Context: an optimization exercise on an open-source flow, tuned for small area, a short achievable clock period and few clock cycles per item. The choices shown serve that exercise and are no tape-out recipe.
Only simulation tests tie the RTL to the original design; equivalence was not proved.
Power and IR drop assume default switching activity.

Design netblk_rx, start of the top module:
module netblk_rx (
    input  wire        clk,
    input  wire        rst,
    input  wire        in_valid,
    output wire        in_ready,
    input  wire [31:0] in_data,
    input  wire [2:0]  in_nbytes,    
    input  wire        in_last,
    output wire        res_valid,
    input  wire        res_ready,
    output wire [2:0]  res_kind,
    output wire [31:0] res_src,
    output wire [7:0]  res_type,
    output wire [15:0] res_id,
    output wire [15:0] res_seq,
    output wire [10:0] res_dlen,
    output wire [1:0]  res_rstat,
    output wire [15:0] res_ip_csum,
    output wire [15:0] res_icmp_csum
);
    localparam [10:0] CNT0 = 11'd2020;    
    reg        done;       
    reg [10:0] cnt;        
    reg        icmp;       
    reg [31:0] src;
    reg [7:0]  icmp_type;
    reg [15:0] id;
    reg [15:0] seq;
    reg [15:0] acc;        
    reg [1:0]  accc;       
    assign in_ready  = !done || res_ready;
    assign res_valid = done;
    wire accept = in_valid && in_ready;
    reg [31:0] word_masked;
    always @(*) begin
        case (in_nbytes)
            3'd0:    word_masked = 32'h0000_0000;
            3'd1:    word_masked = in_data & 32'hFF00_0000;
            3'd2:    word_masked = in_data & 32'hFFFF_0000;
            3'd3:    word_masked = in_data & 32'hFFFF_FF00;
            default: word_masked = in_data;
        endcase
    end
    wire       neg   = cnt[10] & cnt[9];            
    wire [8:0] kk    = cnt[10:2];
    wire       at2   = !done && (kk == 9'd507);
    wire       at3   = !done && (kk == 9'd508);
    wire       at5   = !done && (kk == 9'd510);
    wire       at6   = !done && (kk == 9'd511);
    wire       data  = !done && !neg;               
    wire [10:0] cnt_base = done ? CNT0 : cnt;
    wire [17:0] acc_sum  = (data ? {acc} + {16'd0, accc} : 17'd0)
                         + {2'd0, word_masked[31:16]} + {2'd0, word_masked[15:0]};
    always @(posedge clk) begin
        if (rst) begin
            done <= 1'b0;
            cnt  <= CNT0;
        end else begin
            if (accept && in_last)
                done <= 1'b1;
            else if (res_ready)
                done <= 1'b0;
  ...
clock: 12.0 ns
lec_check: 0
cap_margin: 20
core_area: 5 5 205 205
die_area: 0 0 210 210
slew_margin: 20
standard.sh (not shown) runs the stock make flow with config.mk's settings and CLKGATE_MAP_FILE= SYNTH_SCRIPT=/design/flow/synth_recipe.tcl, a recipe that flattens the netlist after the stock synthesis.
==> flow/flow/run.sh <==
#!/bin/bash
# Standard synthesis, then the standard layout with plain buf_1 port buffers
# instead of the delay buffers buffer_ports picks by default.
set -euo pipefail
bash standard.sh synth > synth.log 2>&1
bash standard.sh BUFFER_PORTS_ARGS="-buffer_cell sky130_fd_sc_hd__buf_1" finish > layout.log 2>&1
Testbench counts at the start, summed over its fixed seeds: cycles 117,851, packets 3,200.
Rerun with:
==> flow/run.sh (new file) <==
#!/bin/bash
# synth_recipe.tcl (not shown) runs the flow's synth.tcl, then flattens the netlist and writes it again
# the make line also repeats each setting of config.mk as NAME=value (left out here)
make -C /OpenROAD-flow-scripts/flow DESIGN_CONFIG=/design/flow/config.mk WORK_HOME=/design/flow/orfs CLKGATE_MAP_FILE= SYNTH_SCRIPT=/design/flow/synth_recipe.tcl finish
removed: flow/flow/run.sh
removed: flow/standard.sh
Result: The changed run completed with no timing, DRC or antenna violations; wire length rises slightly; clock-buffer cell count rises by 2; setup slack gets worse by 400 ps.

* * *

== v53 ==
Another version of the RTL of netblk_rx (not shown whole).
Size: ~780 cells after synthesis, roughly 170 flip-flops, ~8500 sq um of cells after synthesis.
clock: 12.0 ns
lec_check: 0
cap_margin: 20
core_margin: 2
core_utilization: 55
slew_margin: 20
==> flow/flow/run.sh <==
#!/bin/bash
# Standard synthesis, then the standard layout with plain buf_1 port buffers
# instead of the delay buffers buffer_ports picks by default, and timing
# repair aiming at a setup slack of 8.9 ns.
set -euo pipefail
bash standard.sh synth > synth.log 2>&1
bash standard.sh BUFFER_PORTS_ARGS="-buffer_cell sky130_fd_sc_hd__buf_1" SETUP_SLACK_MARGIN=8.9 finish > layout.log 2>&1
The final layout from v53, which completed every stage, passed the timing, DRC and antenna checks at the end of the flow.
Testbench counts of v53, summed over its fixed seeds: cycles 117,999, packets 3,200.
Setup changes, v53 to v19
# v53
export LEC_CHECK = 0
export CAP_MARGIN = 20
export CORE_MARGIN = 2
export CORE_UTILIZATION = 55
export SLEW_MARGIN = 20
create_clock -name core_clock -period 12.0 [get_ports {clk}]
# v19
export LEC_CHECK = 0
export CAP_MARGIN = 20
export CORE_MARGIN = 2
export CORE_UTILIZATION = 55
export CTS_BUF_LIST = sky130_fd_sc_hd__clkbuf_8
export SLEW_MARGIN = 20
create_clock -name core_clock -period 12.0 [get_ports {clk}]
==> flow/flow/run.sh <==
#!/bin/bash
# Standard synthesis, then the standard layout with plain buf_1 port buffers
# instead of the delay buffers buffer_ports picks by default, and timing
# repair aiming at a setup slack of 8.45 ns.
set -euo pipefail
bash standard.sh synth > synth.log 2>&1
bash standard.sh BUFFER_PORTS_ARGS="-buffer_cell sky130_fd_sc_hd__buf_1" SETUP_SLACK_MARGIN=8.45 finish > layout.log 2>&1
==> results.txt <==
- Taking v53 as the reference, in v19 global-route wire length before repair saw a decrease; data arrival at the endpoint of the critical path grew by 70 ps; power went down 15%; combinational power now sits lower; global-route track usage on met2 shows a reduction of 4.6 points.
[inputs] v24 vs v19
# v19
export LEC_CHECK = 0
export CAP_MARGIN = 20
export CORE_MARGIN = 2
export CORE_UTILIZATION = 55
export CTS_BUF_LIST = sky130_fd_sc_hd__clkbuf_8
export SLEW_MARGIN = 20
create_clock -name core_clock -period 12.0 [get_ports {clk}]
# v24
export LEC_CHECK = 0
export CAP_MARGIN = 20
export CORE_MARGIN = 2
export CORE_UTILIZATION = 70
export SLEW_MARGIN = 20
create_clock -name core_clock -period 12.0 [get_ports {clk}]
==> flow/flow/run.sh <==
#!/bin/bash
# Standard synthesis, then the standard layout with: plain buf_1 port
# buffers instead of the delay buffers buffer_ports picks by default; a
# clock tree of clkbuf_8 leaves under a clkbuf_16 root; and timing repair
# aiming at a setup slack of 8.45 ns.
set -euo pipefail
bash standard.sh synth > synth.log 2>&1
bash standard.sh \
  BUFFER_PORTS_ARGS="-buffer_cell sky130_fd_sc_hd__buf_1" \
  CTS_ARGS="-sink_clustering_enable -repair_clock_nets -buf_list sky130_fd_sc_hd__clkbuf_8 -root_buf sky130_fd_sc_hd__clkbuf_16" \
  SETUP_SLACK_MARGIN=8.45 \
  finish > layout.log 2>&1
==> comparison <==
From v19 to v24 the numbers moved as follows: power density relative to cell area increased 1.6%, total wirelength of the detailed-routed design now smaller, final area -170 sq um, total via count after detailed routing up 2.1%.
What v37 does differently from v24 at the input level:
# v24
export LEC_CHECK = 0
export CAP_MARGIN = 20
export CORE_MARGIN = 2
export CORE_UTILIZATION = 70
export SLEW_MARGIN = 20
create_clock -name core_clock -period 12.0 [get_ports {clk}]
# v37
export LEC_CHECK = 0
export CAP_MARGIN = 20
export CORE_MARGIN = 2
export CORE_UTILIZATION = 55
export CTS_BUF_LIST = sky130_fd_sc_hd__clkbuf_8
export SLEW_MARGIN = 20
create_clock -name core_clock -period 12.0 [get_ports {clk}]
==> flow/flow/run.sh <==
#!/bin/bash
# Standard synthesis, then the standard layout with plain buf_1 port buffers
# instead of the delay buffers buffer_ports picks by default, and timing
# repair aiming at a setup slack of 8.3 ns.
set -euo pipefail
bash standard.sh synth > synth.log 2>&1
bash standard.sh BUFFER_PORTS_ARGS="-buffer_cell sky130_fd_sc_hd__buf_1" SETUP_SLACK_MARGIN=8.3 finish > layout.log 2>&1
Notes after the runs:
v37 finished every stage and its layout cleared the timing, DRC and antenna checks. Count of standard-cell rows (v37 over v24): increase, 13%. [compare] base=v24 new=v37: cell-internal power went down 22 uW; die area has increased. Taking v24 as the reference, in v37 met3 wire length moved down, core utilization moved down. Effective utilization at floorplan was lower in the run labelled v37. There was hardly any difference in clock network power consumption between v24 and v37. v24 → v37: final cell count without fillers saw an increase; worst hold-check slack flat; non-clock buffer count now larger. The worst IR drop on VDD of v37 is higher than that of v24.
Relative to v37, the following input files were edited for v49:
# v37
export LEC_CHECK = 0
export CAP_MARGIN = 20
export CORE_MARGIN = 2
export CORE_UTILIZATION = 55
export CTS_BUF_LIST = sky130_fd_sc_hd__clkbuf_8
export SLEW_MARGIN = 20
create_clock -name core_clock -period 12.0 [get_ports {clk}]
# v49
export LEC_CHECK = 0
export CAP_MARGIN = 20
export CORE_MARGIN = 2
export CORE_UTILIZATION = 55
export CTS_CLUSTER_DIAMETER = 60
export CTS_CLUSTER_SIZE = 40
export SLEW_MARGIN = 20
create_clock -name core_clock -period 12.0 [get_ports {clk}]
[summary]
From v37 to v49 the numbers moved as follows: clock latency on the worst-skew pair fell 40 ps, area growth from synthesis to final layout went up by 2.2 points, clock period minus worst slack moved down, number of buffers inserted during clock tree synthesis about even.

## separate check: timing with driven ports
The flow's constraints put no driver on any port. The routed layouts listed below were extracted and timed again, unchanged, in two steps.
Step 1, drivers: a clkbuf_16 drives clk and a buf_2 each remaining input, both assumed.
Step 2 also shifts input and output timing later by t, the mid clock arrival at the registers, as if the neighbouring blocks saw the same clock.
Slacks: ideal ports / drivers / drivers and shift; pairs: ideal ports / drivers.
run	t, ns	slack for setup (ns)	hold slack, ns	worst setup path at the end	pins driven straight from the clock port
the first run of note 1	0.401	2.388 / 2.345 / 2.745	0.561 / 0.561 / 0.561	register to output	1
the second run of note 1	0.393	1.983 / 1.943 / 2.335	0.556 / 0.556 / 0.556	register to output	1
v53	0.473	8.523 / 8.478 / 8.594	0.489 / 0.489 / 0.489	input to register	1
v19	0.506	8.454 / 8.416 / 8.275	0.484 / 0.484 / 0.484	input to register	1
v24	0.434	8.483 / 8.440 / 8.341	0.485 / 0.485 / 0.485	input to register	1
v37	0.504	8.389 / 8.350 / 8.284	0.483 / 0.483 / 0.483	input to register	1
v49	0.469	8.447 / 8.402 / 8.273	0.477 / 0.477 / 0.477	input to register	1
After both steps every run listed still meets setup and hold. For v19, which loses most, drivers alone change the setup slack by -0.038 ns; drivers and shift together by -0.179 ns.
